This is an optimization exercise on Yosys and OpenROAD, whose aim is small area, a short achievable clock period and few clock cycles, not a production implementation. The RTL was checked by simulation tests, not by an equivalence proof against the original design. Power is estimated from default activity; no workload was simulated.

==> flow/design.v <==
module pong_physics (
    input  wire        clk,
    input  wire        rst,
    input  wire        cmd_valid,
    input  wire [39:0] cmd,
    output wire        cmd_ready,
    output reg         resp_valid,
    output reg  [15:0] resp,
    input  wire        tick_req
);
    function [6:0] div3_9;
        input [8:0] u;
        reg [17:0] p;
        begin
            p = u * 9'd171;
            div3_9 = p[15:9];
        end
    endfunction
    function [7:0] div3_10;
        input [9:0] u;
        reg [19:0] p;
        begin
            p = u * 10'd683;
            div3_10 = p[18:11];
        end
    endfunction
    function [9:0] div3_12;
        input [11:0] u;
        reg [23:0] p;
        begin
            p = u * 12'd2731;
            div3_12 = p[22:13];
        end
    endfunction
    reg [15:0] px, py, vx, vy, spin;
    reg [15:0] pos0, pos1, vel0, vel1;
    reg [7:0]  sc0, sc1;
    reg        tick_en;
    reg        pend;        
    reg        tq;          
    reg        qv;          
    reg [1:0]  qop;
    reg        qsel;
    assign cmd_ready = !rst && !tq && !qv;
    wire [7:0]  op   = cmd[39:32];
    wire [7:0]  opa  = cmd[31:24];
    wire [7:0]  opb  = cmd[23:16];
    wire [15:0] imm  = cmd[15:0];
    wire        sel  = cmd[24];
    wire acc_cmd  = cmd_valid && cmd_ready;
    wire acc_tick = tick_req && cmd_ready && !cmd_valid && tick_en;
    wire heavy_in = (op[7:2] == 6'b000100);
    wire h_valid  = qv || (acc_cmd && heavy_in);
    wire [1:0] h_op = qv ? qop : op[1:0];
    wire h_sel    = qv ? qsel : sel;
    wire t_valid  = tq || acc_tick;
    wire        sn   = spin[15];
    wire [15:0] sa   = sn ? (16'd0 - spin) : spin;           
    wire [6:0]  q1   = div3_9(sa[15:7]);                      
    wire [15:0] st_spin = sn ? (spin + {9'd0, q1}) : (spin - {9'd0, q1});
    wire [15:0] sa1  = sa - {9'd0, q1};                       
    wire [9:0]  dvm  = div3_12(sa1[15:4]);                    
    wire        vxp  = !vx[15] && (vx[14:0] != 15'd0);
    wire        dsub = ~(sn ^ vxp);
    wire [15:0] vy1  = dsub ? (vy - {6'd0, dvm}) : (vy + {6'd0, dvm});
    wire        n1   = vy1[15];
    wire [15:0] va1  = n1 ? (16'd0 - vy1) : vy1;
    wire [7:0]  q3   = div3_10(va1[15:6]);                    
    wire [15:0] st_vy = n1 ? (vy1 + {8'd0, q3}) : (vy1 - {8'd0, q3});
    wire [15:0] st_py = py + {{6{st_vy[15]}}, st_vy[15:6]} + {15'd0, st_vy[15] && (st_vy[5:0] != 6'd0)};
    wire [15:0] st_px = px + {{6{vx[15]}}, vx[15:6]} + {15'd0, vx[15] && (vx[5:0] != 6'd0)};
    wire en_b0 = pend || (h_valid && h_op == 2'd1 && !h_sel);
    wire en_b1 = pend || (h_valid && h_op == 2'd1 &&  h_sel);
    wire en_w  = pend || (h_valid && h_op == 2'd2);
    wire bx1   = (px[15:7] == 9'd1);
    wire bx126 = (px[15:7] == 9'd126);
    wire psel  = px[13];
    wire [15:0] b_pos = psel ? pos1 : pos0;
    wire [15:0] b_vel = psel ? vel1 : vel0;
    wire [15:0] py_b  = py + (py[15] ? 16'd127 : 16'd0);
    wire [13:0] by    = {{5{py_b[15]}}, py_b[15:7]};
    wire [13:0] posq  = {{2{b_pos[15]}}, b_pos[15:4]};
    wire [13:0] off   = by - posq + 14'd4;
    wire        off_ok = (off[13:3] == 11'd0);
    wire        hit   = off_ok && ((bx1 && en_b0) || (bx126 && en_b1));
    wire [2:0]  o     = off[2:0];
    wire [1:0]  kidx  = o[2] ? ~o[1:0] : o[1:0];
    wire [15:0] mag   = {4'd0, ({2'd0, kidx} + 4'd1) * 4'd3, 8'd0};
    wire [15:0] kick  = o[2] ? mag : (16'd0 - mag);
    wire [15:0] b_s   = vy + {vy[14:0], 1'b0} + kick;
    wire [15:0] b_vy  = {{2{b_s[15]}}, b_s[15:2]} + {15'd0, b_s[15] && (b_s[1:0] != 2'd0)}
                        + {b_vel[11:0], 4'd0} + {b_vel[10:0], 5'd0};
    wire [15:0] vel24 = {b_vel[12:0], 3'd0} + {b_vel[11:0], 4'd0};
    wire [15:0] b_spin = psel ? (spin - vel24) : (spin + vel24);
    wire [15:0] b_px   = psel ? {9'd125, px[6:0]} : {9'd2, px[6:0]};
    wire [15:0] b_vx   = 16'd0 - vx;
    wire hl = en_w && px[15];
    wire hr = en_w && !px[15] && px[14];
    wire hx = hl || hr;
    wire vb = en_w && (py[15:13] != 3'd0);
    wire [15:0] w_py   = py[15] ? (16'd0 - py) : {3'd0, ~py[12:0]};
    wire [15:0] v_vy0  = hit ? b_vy : hx ? 16'd0 : vy;
    wire [15:0] v_py   = vb ? w_py : py;
    wire [15:0] v_vy   = vb ? (16'd0 - v_vy0) : v_vy0;
    wire [15:0] v_px   = hit ? b_px : hl ? 16'd16128 : hr ? 16'd256 : px;
    wire [15:0] v_vx   = hit ? b_vx : hl ? 16'hF400 : hr ? 16'd3072 : vx;
    wire [15:0] v_spin = hit ? b_spin : hx ? 16'd0 : spin;
    wire        nop0   = !sc0[7] && !sc1[7];
    wire [7:0]  v_sc0  = (hr && nop0) ? ((sc0 + 8'd1) | 8'h80) : sc0;
    wire [7:0]  v_sc1  = (hl && nop0) ? ((sc1 + 8'd1) | 8'h80) : sc1;
    wire        no_pend = !v_sc0[7] && !v_sc1[7];
    wire [15:0] s_pos   = sel ? pos1 : pos0;
    wire [15:0] s_vel   = sel ? vel1 : vel0;
    wire [15:0] s_sum   = s_vel + {s_vel[14:0], 1'b0} + imm - s_pos;
    wire [15:0] s_newv  = {{2{s_sum[15]}}, s_sum[15:2]} + {15'd0, s_sum[15] && (s_sum[1:0] != 2'd0)};
    reg [15:0] rdb_val, rdp_val;
    always @(*) begin
        case (opa)
            8'd0:    rdb_val = v_px;
            8'd1:    rdb_val = v_py;
            8'd2:    rdb_val = v_vx;
            8'd3:    rdb_val = v_vy;
            8'd4:    rdb_val = v_spin;
            default: rdb_val = 16'h0000;
        endcase
        case (opb)
            8'd0:    rdp_val = s_pos;
            8'd1:    rdp_val = s_vel;
            8'd2:    rdp_val = sel ? 16'd126 : 16'd1;
            default: rdp_val = 16'h0000;
        endcase
    end
    wire do_step = !pend && (t_valid || (h_valid && (h_op == 2'd0 || h_op == 2'd3)));
    always @(posedge clk) begin
        if (rst) begin
            px         <= 16'd256;
            py         <= 16'd4096;
            vx         <= 16'd3072;
            vy         <= 16'd0;
            spin       <= 16'd0;
            pos0       <= 16'd512;
            pos1       <= 16'd512;
            vel0       <= 16'd0;
            vel1       <= 16'd0;
            sc0        <= 8'h00;
            sc1        <= 8'h00;
            tick_en    <= 1'b0;
            pend       <= 1'b0;
            tq         <= 1'b0;
            qv         <= 1'b0;
            qop        <= 2'd0;
            qsel       <= 1'b0;
            resp_valid <= 1'b0;
            resp       <= 16'h0000;
        end else begin
            resp_valid <= 1'b0;
            tq <= pend && t_valid;
            qv <= pend && h_valid;
            if (pend && h_valid) begin
                qop  <= h_op;
                qsel <= h_sel;
            end
            if (do_step) begin
                spin <= st_spin;
                vy   <= st_vy;
                px   <= st_px;
                py   <= st_py;
                pend <= t_valid || (h_op == 2'd3);
            end else begin
                px   <= v_px;
                py   <= v_py;
                vx   <= v_vx;
                vy   <= v_vy;
                spin <= v_spin;
                sc0  <= v_sc0;
                sc1  <= v_sc1;
                pend <= 1'b0;
                if (acc_cmd) begin
                    case (op)
                        8'h19: begin
                            case (opa)
                                8'd0: px   <= imm;
                                8'd1: py   <= imm;
                                8'd2: vx   <= imm;
                                8'd3: vy   <= imm;
                                8'd4: spin <= imm;
                                default: ;
                            endcase
                        end
                        8'h14: begin
                            px   <= v_sc1[7] ? 16'd16128 : 16'd256;
                            vx   <= v_sc1[7] ? 16'hF400 : 16'd3072;
                            py   <= 16'd4096;
                            vy   <= 16'd0;
                            spin <= 16'd0;
                            sc0[7] <= 1'b0;
                            sc1[7] <= 1'b0;
                        end
                        8'h30: begin
                            if (no_pend) begin
                                if (sel) sc1 <= (v_sc1 + 8'd1) | 8'h80;
                                else     sc0 <= (v_sc0 + 8'd1) | 8'h80;
                            end
                        end
                        default: ;
                    endcase
                end
            end
            if (h_valid && !pend) begin
                resp_valid <= 1'b1;
                resp <= {15'd0, (h_op == 2'd1) ? hit : (h_op == 2'd2) ? vb : 1'b0};
            end else if (acc_cmd && !heavy_in) begin
                resp_valid <= 1'b1;
                case (op)
                    8'h18:   resp <= rdb_val;
                    8'h21:   resp <= {{4{s_pos[15]}}, s_pos[15:4]};
                    8'h28:   resp <= rdp_val;
                    8'h31:   resp <= {14'd0, v_sc1[7], v_sc0[7]};
                    8'h38:   resp <= {8'd0, sel ? v_sc1 : v_sc0};
                    default: resp <= 16'h0000;
                endcase
            end
            if (acc_cmd) begin
                case (op)
                    8'h01: tick_en <= 1'b1;
                    8'h02: tick_en <= 1'b0;
                    8'h14: begin
                        pos0 <= 16'd512;
                        pos1 <= 16'd512;
                        vel0 <= 16'd0;
                        vel1 <= 16'd0;
                    end
                    8'h20: begin
                        if (sel) begin
                            vel1 <= s_newv;
                            pos1 <= imm;
                        end else begin
                            vel0 <= s_newv;
                            pos0 <= imm;
                        end
                    end
                    8'h29: begin
                        if (opb == 8'd0) begin
                            if (sel) pos1 <= imm; else pos0 <= imm;
                        end else if (opb == 8'd1) begin
                            if (sel) vel1 <= imm; else vel0 <= imm;
                        end
                    end
                    default: ;
                endcase
            end
        end
    end
endmodule
==> flow/run.sh <==
#!/bin/bash
# synth_recipe.tcl (not shown) runs the flow's synth.tcl, then flattens the netlist and writes it again
# the make line also repeats each setting of config.mk as NAME=value (left out here)
make -C /OpenROAD-flow-scripts/flow DESIGN_CONFIG=/design/flow/config.mk WORK_HOME=/design/flow/orfs CLKGATE_MAP_FILE= SYNTH_SCRIPT=/design/flow/synth_recipe.tcl finish
==> flow/config.mk <==
export PLATFORM = sky130hd
export DESIGN_NAME = pong_physics
export DESIGN_NICKNAME = pong_physics
export VERILOG_FILES = /design/flow/design.v
export SDC_FILE = /design/flow/constraint.sdc
export NUM_CORES = 4
export LEC_CHECK = 0
export CAP_MARGIN = 20
export CORE_MARGIN = 2
export CORE_UTILIZATION = 40
export SLEW_MARGIN = 20
==> flow/constraint.sdc <==
create_clock -name core_clock -period 30.0 [get_ports {clk}]
set_input_delay 6.0000 -clock core_clock [delete_from_list [all_inputs] [get_ports {clk}]]
set_output_delay 6.0000 -clock core_clock [all_outputs]
set_load 0.01 [all_outputs]
==> run_results.csv <==
group,metric,value,unit
timing,rsz0062_at_grt,"no",
drt,vias,26500,
die,ioPinCount,62,
synth,syn_inst,3689,
synth,synth_area_leaders,"ha_1 (17%), dfxtp_1 (13%), fa_1 (9.0%)",
layout,stdcell_area,30500,sq um
drt,post_drt_wl_per_cell,20.3,um
clock_network,clock_latency,0.49,ns
place,dp_cells,4566,
timing,finalMaxSlewViolations,0,
pwr,powerDensity,24.5,nW/um^2
die,core,70100,sq um
global_routing,grt_pass1_wl,144,mm
drt,dr.first_iter.drc_count,2397,
synth,ys.warnings.count,1,
clock_network,htreeDepth,4,
timing,timing.hold.ws,0.458,ns
worst_setup_path,reg2reg_depth,113,
die,die_w,270,um
pwr,power,0.746,mW
synth,yosysSeqAreaShare,13.0,%
layout,layout-drive-gt1-share,4.67,%
place,post_dp_cell_area,29900,sq um
min_path,hold_class,"reg -> reg",
drt,postRouteAntennaNets,0,
worst_setup_path,worstSetupPathType,"reg -> reg",
die,die_h,270,um
die,floorplan.initialDensity,40.5,%
synth,syn-cell-area,28400,sq um
pwr,p_sw_share,36.4,%
global_routing,antenna_found_initial,0,
job,cap_violations,0,
synth,async_reset_ff_share,0,%
synth,yosys-top-cells-count,"inv_1 (382), ha_1 (378), a21oi_1 (330)",
status,outcome,"finished clean",
clock_network,cts-root-buf,"clkbuf_16",
timing,fmax,36.9,MHz
timing,hold_viol_final,0,
synth,ys_ff_latch,184,
place,place.gp.congestion,0.962,
worst_setup_path,cp_num_buf_inv,14,
clock_network,cts_tree,"done",
worst_setup_path,required,30.39,ns
global_routing,grt_max_degree,78,
worst_setup_path,cp_slowest_cell,"dfxtp_1",
clock_network,cts.repair.resized,0,
worst_setup_path,critPathArrivalTime,27.49,ns
layout,syn_to_final_growth,7.43,%
layout,num-fill-cells,7206,
synth,synth_ff_type,"dfxtp_1",
layout,antenna_cells,0,
worst_setup_path,crit_path_frequent_cell,"a21oi_1",
worst_setup_path,crit_fanout,26,
worst_setup_path,critPathLaunchType,"flop",
timing,min_period_over_period,90.3,%
drt,drc_errors,0,
worst_setup_path,cpLargestDelayFamily,"adder cells",
clock_network,numCtsBuffers,17,
pwr,power.internal,0.474,mW
clock_network,cts_setup_buffers,0,
global_routing,grt_pass1_vias,24900,
worst_setup_path,r2r-end,"py[15]",
timing,setup_violations,0,
pwr,clock_power_share,33.5,%
drt,drt-vias-per-instance,5.76,
synth,synth_cell_type_count,101,
timing,tightest_slew,1.20,ns
worst_setup_path,r2r_setup_slack,2.90,ns
place,place_ws,3.07,ns
layout,stdcell_count,4598,
worst_setup_path,slowest_delay,0.94,ns
synth,avgSynthCellArea,7.69,sq um
die,fp-row-count,97,
timing,slew-limit-headroom,19.6,%
pwr,leakage,14.3,nW
place,portBuffers,61,
worst_setup_path,r2r_start,"spin[15]",
min_path,worstHoldStart,"pos0[3]",
global_routing,grt_util_all_layers,25.0,%
timing,fin_setup_tns,0,ns
synth,synthMostInstantiatedCell,"inv_1",
place,hpwlAfterDp,73.7,mm
timing,setup_ws,2.90,ns
clock_network,ctsLongestPathBuffers,2,
timing,min_period,27.10,ns
worst_setup_path,worst_setup_path_end_kind,"flop",
layout,nets,4195,
min_path,holdPathStages,2,
global_routing,grt-ovfl-total,0,
drt,wirelength,93.4,mm
synth,synth_edf_count,0,
layout,multi_input_area,22700,sq um
layout,post-route-util,43.5,%
pwr,p_switching,0.272,mW
clock_network,cts.clk_slew.worst_paths,0.08,ns
pwr,ir_worst_vdd,0.0446,mV
layout,seq_area,3680,sq um
synth,synth_top_area_share,16.7,%
pwr,p_seq_share,33.1,%
min_path,hold_end,"pos0[3]",
synth,yosysTopAreaCell,"ha_1",
die,die_area,73100,sq um
synth,syn_nets,4239,
pwr,combPwrFrac,33.4,%
clock_network,cts.sinks,184,
timing,skew,0.0122,ns
clock_network,ctsHoldBuffers,0,
drt,dr.pass1.iters,7,
placed cells by master (no fill, tap or decap), drive strengths merged, types with 32 or more instances in the layout:
master	count
nand2	268
nand3	93
nor2b	34
ha	378
fa	128
a21o	75
inv	388
dfxtp	184
o221ai	32
nor2	317
buf	45
nand2b	32
xor2	98
nor3	76
a211oi	70
o21bai	81
and2	36
mux2i	56
mux2	36
a21oi	332
and3	43
clkdlybuf4s50	59
o21ai	162
xnor2	231
worst min-delay path, delay by kind of cell, from the launching register on:
family | cells | cell delay, ns
AO/OA/AOI/OAI | 1 | 0.05
flip-flops | 1 | 0.32
AND/OR/NAND/NOR | 1 | 0.05
state kept, by name (all words and copies together) (netlist names), 16 cells and up:
signal and flops:
pos0 16, vy 16, pos1 16, vx 16, vel1 16, py 16, spin 16, resp 16
px 16, vel0 16
layer usage:
metal  up-vias  wire length [um]  GRT usage (%)
li1      12900                 -              -
met3       136              7220           4.51
met2       995             41000           38.9
met1     12500             42600           35.3
met4         0              2510           7.24
met5         -                 0              0
power by group through the flow:
stage | combinational (mW) | clock, mW | sequential, mW
floorplan | 0.183 | 0 | 0.253
global placement | 0.246 | 0 | 0.252
detailed placement | 0.246 | 0 | 0.252
CTS | 0.248 | 0.252 | 0.247
global route | 0.279 | 0.260 | 0.247
finish | 0.249 | 0.250 | 0.247
cells by family (layout without fill, tap and decap cells):
group                    count (synthesis)  count (layout)  share of synthesized area [%]
AO/OA/AOI/OAI                         1003            1003                           22.9
multiplexers                            93              93                           3.48
XOR/XNOR                               334             334                           10.6
flip-flops                             184             184                           13.0
adder cells (fa/ha/maj)                506             506                           25.7
buffers and inverters                  552             521                           7.37
AND/OR/NAND/NOR                       1017            1017                           17.0
worst max-delay path by stage:
stage / cells after the start / to / from / slack, ns
after floorplan: 118 / py[15] / spin[1] / 5.49
after global placement: 116 / py[15] / spin[1] / 3.69
after detailed placement: 116 / py[15] / spin[0] / 3.07
after CTS: 113 / py[15] / spin[15] / 2.93
after global routing: 113 / py[15] / spin[15] / 0.50
final: 113 / py[15] / spin[15] / 2.90
cell type report:
cell class / count / share of cell area (%)
clock buffer: 22 / 1.56
clock inverter: 10 / 0.431
inverter: 385 / 4.74
multi-input combinational: 2953 / 74.3
sequential: 184 / 12.1
tap: 940 / 3.86
timing repair buffer: 104 / 3.04
Testbench counts, summed over its fixed seeds: cycles 36,037.

[port drivers added, routing unchanged]
The flow's constraints put no driver on any port. The routed layout listed below was extracted and timed again, unchanged, in two steps.
Step 1 (the two cells are an assumption about what drives the block):
set clk [get_ports {clk}]
set_driving_cell -lib_cell sky130_fd_sc_hd__clkbuf_16 $clk
set_driving_cell -lib_cell sky130_fd_sc_hd__buf_2 [delete_from_list [all_inputs] $clk]
Step 2 adds t to the input delays and takes it off the output delays; t is the mean of the earliest and latest rising clock arrival at the registers after step 1. Input paths then give back, and output paths get back, about the clock's delay inside the block.
Slacks: ideal / step 1 / step 2; pairs: ideal / step 1.
t (ns): 0.544
slack for setup (ns): 2.900 / 2.900 / 2.900
worst slew at a driven data input, ns: 0.05
After both steps setup and hold are still met in this run. The setup slack of this run moves by 0.000 ns with the drivers and by 0.000 ns with both steps.
